This is an optimization exercise on Yosys and OpenROAD, whose aim is small area, a short achievable clock period and few clock cycles, not a production implementation. The RTL was checked by simulation tests, not by an equivalence proof against the original design. Power figures rest on the tool's default switching activity, not on a simulated workload.

[run.sh]
#!/bin/bash
# synth_recipe.tcl (not shown) runs the flow's synth.tcl, then flattens the netlist and writes it again
# the make line also repeats each setting of config.mk as NAME=value (left out here)
make -C /OpenROAD-flow-scripts/flow DESIGN_CONFIG=/design/flow/config.mk WORK_HOME=/design/flow/orfs CLKGATE_MAP_FILE= SYNTH_SCRIPT=/design/flow/synth_recipe.tcl finish
[config.mk]
export PLATFORM = sky130hd
export DESIGN_NAME = x86rs_mmu
export DESIGN_NICKNAME = x86rs_mmu
export VERILOG_FILES = /design/flow/design.v
export SDC_FILE = /design/flow/constraint.sdc
export NUM_CORES = 4
export LEC_CHECK = 0
export CAP_MARGIN = 20
export CORE_MARGIN = 2
export CORE_UTILIZATION = 40
export SLEW_MARGIN = 20
[constraint.sdc]
create_clock -name core_clock -period 8.0 [get_ports {clk}]
set_input_delay 1.6000 -clock core_clock [delete_from_list [all_inputs] [get_ports {clk}]]
set_output_delay 1.6000 -clock core_clock [all_outputs]
set_load 0.01 [all_outputs]
[design.v]
module x86rs_mmu #(
    parameter TLB_ENTRIES = 8
) (
    input  wire        clk,
    input  wire        rst,             
    input  wire        req_valid,
    output wire        req_ready,
    input  wire [1:0]  req_op,          
    input  wire [1:0]  req_kind,        
    input  wire        req_user,        
    input  wire [63:0] req_opa,
    output reg         resp_valid,
    output reg  [1:0]  resp_status,     
    output reg  [51:0] resp_pa,
    output wire        mem_req,
    output wire [51:3] mem_addr,
    input  wire        mem_gnt,
    input  wire        mem_rvalid,
    input  wire [63:0] mem_rdata
);
    localparam OP_TRANSLATE = 2'd0;
    localparam OP_WRROOT    = 2'd1;
    localparam OP_INVPG     = 2'd2;
    localparam KIND_FETCH = 2'd0;
    localparam KIND_WRITE = 2'd2;
    localparam ST_IDLE   = 2'd0;
    localparam ST_LOOKUP = 2'd1;
    localparam ST_MREQ   = 2'd2;
    localparam ST_MWAIT  = 2'd3;
    localparam RS_OK = 2'd0;
    localparam RS_PF = 2'd1;
    localparam RS_GP = 2'd2;
    localparam IW = (TLB_ENTRIES > 1) ? $clog2(TLB_ENTRIES) : 1;
    function permits;
        input w, u, x;
        input [1:0] kind;
        input user;
        begin
            permits = 1'b1;
            if (user && !u) permits = 1'b0;
            if (kind == KIND_WRITE && !w) permits = 1'b0;
            if (kind == KIND_FETCH && !x) permits = 1'b0;
        end
    endfunction
    reg  [1:0]  state;
    reg  [51:12] root;
    reg  [1:0]  c_kind;
    reg         c_user;
    reg  [47:0] c_la;
    reg  [1:0]  level;                  
    reg  [51:12] tbase;
    reg         pw, pu, px;
    reg                tlb_v   [0:TLB_ENTRIES-1];
    reg  [47:12]       tlb_vpn [0:TLB_ENTRIES-1];
    reg  [51:12]       tlb_pfn [0:TLB_ENTRIES-1];
    reg                tlb_w   [0:TLB_ENTRIES-1];
    reg                tlb_u   [0:TLB_ENTRIES-1];
    reg                tlb_x   [0:TLB_ENTRIES-1];
    reg  [IW-1:0]      repl;
    wire req_canonical = (req_opa[63:47] == {17{1'b0}}) || (req_opa[63:47] == {17{1'b1}});
    reg           hit;
    reg  [IW-1:0] hit_idx;
    integer       i;
    always @* begin
        hit     = 1'b0;
        hit_idx = {IW{1'b0}};
        for (i = 0; i < TLB_ENTRIES; i = i + 1) begin
            if (!hit && tlb_v[i] && tlb_vpn[i] == c_la[47:12]) begin
                hit     = 1'b1;
                hit_idx = i[IW-1:0];
            end
        end
    end
    wire hit_ok = permits(tlb_w[hit_idx], tlb_u[hit_idx], tlb_x[hit_idx], c_kind, c_user);
    reg [8:0] widx;
    always @* begin
        case (level)
            2'd3:    widx = c_la[47:39];
            2'd2:    widx = c_la[38:30];
            2'd1:    widx = c_la[29:21];
            default: widx = c_la[20:12];
        endcase
    end
    assign req_ready = (state == ST_IDLE);
    assign mem_req   = (state == ST_MREQ);
    assign mem_addr  = {tbase, widx};
    wire nw = pw & mem_rdata[1];
    wire nu = pu & mem_rdata[2];
    wire nx = px & ~mem_rdata[63];
    always @(posedge clk) begin
        resp_valid <= 1'b0;
        if (rst) begin
            state <= ST_IDLE;
            root  <= 40'd0;
            repl  <= {IW{1'b0}};
            for (i = 0; i < TLB_ENTRIES; i = i + 1)
                tlb_v[i] <= 1'b0;
        end else begin
            case (state)
                ST_IDLE: if (req_valid) begin
                    c_kind <= req_kind;
                    c_user <= req_user;
                    c_la   <= req_opa[47:0];
                    resp_pa <= 52'd0;
                    case (req_op)
                        OP_WRROOT: begin
                            resp_valid <= 1'b1;
                            if (req_user) begin
                                resp_status <= RS_GP;
                            end else begin
                                resp_status <= RS_OK;
                                root <= req_opa[51:12];
                                for (i = 0; i < TLB_ENTRIES; i = i + 1)
                                    tlb_v[i] <= 1'b0;
                            end
                        end
                        OP_INVPG: begin
                            resp_valid <= 1'b1;
                            if (req_user) begin
                                resp_status <= RS_GP;
                            end else begin
                                resp_status <= RS_OK;
                                if (req_canonical)
                                    for (i = 0; i < TLB_ENTRIES; i = i + 1)
                                        if (tlb_vpn[i] == req_opa[47:12])
                                            tlb_v[i] <= 1'b0;
                            end
                        end
                        default: begin
                            if (!req_canonical) begin
                                resp_valid  <= 1'b1;
                                resp_status <= RS_PF;
                            end else begin
                                state <= ST_LOOKUP;
                            end
                        end
                    endcase
                end
                ST_LOOKUP: begin
                    if (hit && hit_ok) begin
                        resp_valid  <= 1'b1;
                        resp_status <= RS_OK;
                        resp_pa     <= {tlb_pfn[hit_idx], c_la[11:0]};
                        state       <= ST_IDLE;
                    end else begin
                        if (hit)
                            tlb_v[hit_idx] <= 1'b0;
                        level <= 2'd3;
                        tbase <= root;
                        pw    <= 1'b1;
                        pu    <= 1'b1;
                        px    <= 1'b1;
                        state <= ST_MREQ;
                    end
                end
                ST_MREQ: if (mem_gnt) state <= ST_MWAIT;
                ST_MWAIT: if (mem_rvalid) begin
                    pw    <= nw;
                    pu    <= nu;
                    px    <= nx;
                    tbase <= mem_rdata[51:12];
                    if (!mem_rdata[0]) begin
                        resp_valid  <= 1'b1;
                        resp_status <= RS_PF;
                        state       <= ST_IDLE;
                    end else if (level != 2'd0) begin
                        level <= level - 2'd1;
                        state <= ST_MREQ;
                    end else begin
                        resp_valid <= 1'b1;
                        state      <= ST_IDLE;
                        if (permits(nw, nu, nx, c_kind, c_user)) begin
                            resp_status <= RS_OK;
                            resp_pa     <= {mem_rdata[51:12], c_la[11:0]};
                            tlb_v[repl]   <= 1'b1;
                            tlb_vpn[repl] <= c_la[47:12];
                            tlb_pfn[repl] <= mem_rdata[51:12];
                            tlb_w[repl]   <= nw;
                            tlb_u[repl]   <= nu;
                            tlb_x[repl]   <= nx;
                            repl <= (repl == TLB_ENTRIES - 1) ? {IW{1'b0}} : repl + 1'b1;
                        end else begin
                            resp_status <= RS_PF;
                        end
                    end
                end
            endcase
        end
    end
endmodule
==> results.txt <==
number of cell rows 113; initial antenna violation count 4; CTS Buf Count 90; Peak VDD IR 0.142 mV; pwr dens 210 nW/µm²; Die Wd 314 µm; CTS tree done; gr usage total 25.0%; CP Max Fanout 43; syn_area_per_cell 13.7 µm²; GP Congestion 0.987; RR Endpoint tbase[36]$_DFFE_PP_; Finished Layout Cells 4424; Final Hold Fails 0; Primary FF master, synth edfxtp_1; 1st-pass router iterations 10; register area share after synthesis 64.0%; status no timing/DRC/antenna violations; reg-to-reg startpoint c_la[28]$_DFFE_PP_; count of final max-slew check failures 0; dpl hpwl 80400 µm; Lkg Pwr 0.0142 µW; number of global-route vias before repair 25.0k; Yosys Warn Count 1; Synth Net Count 2955; total number of vias 25.3k; Antenna Violating Nets Remaining 0; number of port buffers 223; maxcap violations 0; post-CTS sizing 0; Worst EP required 8.28 ns; clock slew at reported path FFs 0.06 ns; Avg WL per Cell 28.3 µm; Tot Pwr 9580 µW; Die ar. 98700 µm²; asr flop ratio synth 0%; Core Footprint 95200 µm²; EDFF count, synth 790; total grt overflow 0; Die Y 314 µm; initial core utilization 40.5%; largest net degree at the start of global routing 121; Peak Freq 170 MHz; setup slack, reg-to-reg 2.12 ns; crit share post-route 73.5%; hold buffer count at cts 0; Hold Path Class register to register; Crit. End Element register; hold_sp root[48]$_SDFFE_PP0P_; I/O pin cnt 244; Final Setup Violations 0; DRC Markers 0; Skew-Pair Late Insertion Delay 0.66 ns; global-route wire length before repair 177000 µm; H-tree Lvls 3; synthesized cell area 38500 µm²; number of setup buffers added after CTS 0; CP max-delay cell nor4_1; Inst Count DP 4256; RSZ-0062 raised after global routing no; Worst R2R Path Depth 13; CTS root buf clkbuf_16; Bufs on Longest Clock Path 3; drt initial violations 2848; Area Overhead vs Synth 18.7%; startpoint class of the critical path register; Hold Path End root[48]$_SDFFE_PP0P_; Crit Path Class register to register; Cell Chain, Critical Path buf_4 -> xnor2_1 -> nand4_1 -> nor4_1 -> nand3_1 -> and4b_4 -> or2_2 -> a2111oi_0 -> a41oi_1 -> o21a_1 -> o211ai_4 -> o21ba_2 -> buf_4; synthesized flop and latch total 836; hold depth 2; Least-Margin Pin Slew 1.24 ns; most frequent CP cell buf_4; layout cells sized above 1 8.83%; TNS Setup 0 ns; slew margin rel. 16.9%; Sink Count 836; critical path's largest stage delay 0.95 ns; Layout Utilization 48.0%; Arrival @ worst endpoint 6.15 ns; Cells after Synth 2809; Post-Route WL 125000 µm; net count of the finished layout 3230; Vias per Instance 5.72; Yosys cell types 65; skew final 0.0384 ns; post-layout min period 5.88 ns
[Yosys cell counts (all sizes together), types with 46 or more instances]
cell	n	area (µm²)
a21oi	54	270
and2	55	344
buf	70	385
clkbuf	82	308
dfxtp	46	921
edfxtp	790	23700
mux2i	292	2920
nand2	279	1050
nand4	135	845
nor4	117	738
o21ai	57	285
xnor2	330	2890
xor2	237	2080
[kinds of logic (layout without fill, tap and decap cells)]
| group | Yosys count | count (layout) | synth area share [%] |
|---|---|---|---|
| AOI/OAI and AO/OA | 177 | 177 | 2.93 |
| other | 0 | 1 | 0 |
| buffers and inverters | 172 | 521 | 2.00 |
| adders and majority gates | 8 | 8 | 0.260 |
| and+or+nand+nor | 756 | 756 | 10.3 |
| xor gates and xnor gates | 567 | 567 | 12.9 |
| muxes | 293 | 293 | 7.62 |
| DFF | 836 | 836 | 64.0 |
[through the flow]
| stage | area (µm²) | setup WS [ns] | hold slack [ns] |
|---|---|---|---|
| 6_report | 45700 | 2.12 | 0.456 |
| 5_1_grt | 45700 | 1.97 | 0.470 |
| 4_1_cts | 45700 | 2.22 | 0.457 |
| 3_5_place_dp | 42700 | 1.84 | 0.448 |
| 3_3_place_gp | 42600 | 1.98 | 0.444 |
| 2_1_floorplan | 38500 | 0.759 | 0.437 |
[critical path: cells and delay by family, from the launching register on]
kind / cells / cell delay, ns
flip-flops: 1 / 0.93
XOR/XNOR: 1 / 0.16
AND/OR/NAND/NOR: 5 / 1.95
buffers and inverters: 2 / 0.90
AO/OA/AOI/OAI: 5 / 1.48
[layer usage]
layer | share of wire [%] | global-route usage, % | wire [µm]
met2 | 46 | 39.9 | 57700
met4 | 4.0 | 9.97 | 5050
met5 | 0.0088 | 0 | 11
met1 | 41 | 34.0 | 51700
met3 | 8.7 | 4.39 | 11000
[cell type report]
| type | instances | area [µm²] |
|---|---|---|
| Multi-Input combinational cell | 1801 | 13200 |
| Clock buffer | 124 | 2530 |
| Inverter | 20 | 75.1 |
| Sequential cell | 836 | 24600 |
| Clock inverter | 42 | 472 |
| Tap cell | 1265 | 1580 |
| Timing Repair Buffer | 335 | 3160 |
| Fill cell | 8245 | 49500 |
| Antenna cell | 1 | 2.50 |
[worst max path at each step]
stage | start | cells after the start | slack, ns | endpoint
global placement | mem_rdata[1] | 11 | 1.98 | tlb_vpn[1][5]$_DFFE_PP_
CTS | c_la[44]$_DFFE_PP_ | 13 | 2.22 | resp_pa[38]$_DFFE_PP_
detailed placement | mem_rdata[1] | 11 | 1.84 | tlb_vpn[1][5]$_DFFE_PP_
floorplan | c_la[21]$_DFFE_PP_ | 13 | 0.76 | resp_pa[0]$_DFFE_PP_
finish | c_la[28]$_DFFE_PP_ | 13 | 2.12 | tbase[36]$_DFFE_PP_
global route | c_la[44]$_DFFE_PP_ | 13 | 1.97 | resp_pa[3]$_DFFE_PP_
[cell usage in the layout (no fill, tap or decap), types with 32 or more instances in the layout]
cell type and count:
xor2_1 237, edfxtp_1 790, nor4_1 114, clkdlybuf4s50_1 222
o21ai_0 56, nand4_1 135, dfxtp_1 44, nand2_1 278
clkbuf_16 92, nor2_1 32, mux2i_1 292, xnor2_1 330
and2_1 53, buf_4 105, a21oi_1 54
[report_power, final]
group | internal, µW | switching, µW
Clock | 2530 | 1710
Combinational | 182 | 321
Sequential | 4800 | 37.9
[flip-flops by register name, indices dropped and copies added (netlist names)]
| signal | count |
|---|---|
| root | 40 |
| tlb_w | 8 |
| c_user | 1 |
| c_kind | 2 |
| level | 2 |
| pu | 1 |
| c_la | 48 |
| resp_valid | 1 |
| tlb_x | 8 |
| resp_status | 2 |
| state | 2 |
| tlb_u | 8 |
| resp_pa | 52 |
| repl | 3 |
| tbase | 40 |
| px | 1 |
| tlb_v | 8 |
| pw | 1 |
| tlb_pfn | 320 |
| tlb_vpn | 288 |
Testbench counts, summed over its fixed seeds: cycles 554,541.

==> re-timing with driven ports <==
No port has a modelled driver above. Below, the same layout with a new extraction and two added sets of constraints.
Step 1 (the two cells are an assumption about what drives the block):
set clk [get_ports {clk}]
set_driving_cell -lib_cell sky130_fd_sc_hd__clkbuf_16 $clk
set_driving_cell -lib_cell sky130_fd_sc_hd__buf_2 [delete_from_list [all_inputs] $clk]
Step 2 times the ports against the registers' clock, not the clock port: input delays grow and output delays shrink by t, the midpoint of the rising clock arrivals with the driver on.
Three values: ideal, step 1, step 2; two values: the first two.
shift t [ns]: 0.710
setup WS [ns]: 2.123 / 2.123 / 1.756
worst register clock-pin slew, ns: 0.06 / 0.06
worst data-port slew with drivers (ns): 0.12
After both steps setup and hold are still met in this run. For this run, drivers alone change the setup slack by 0.000 ns; drivers and shift together by -0.367 ns.
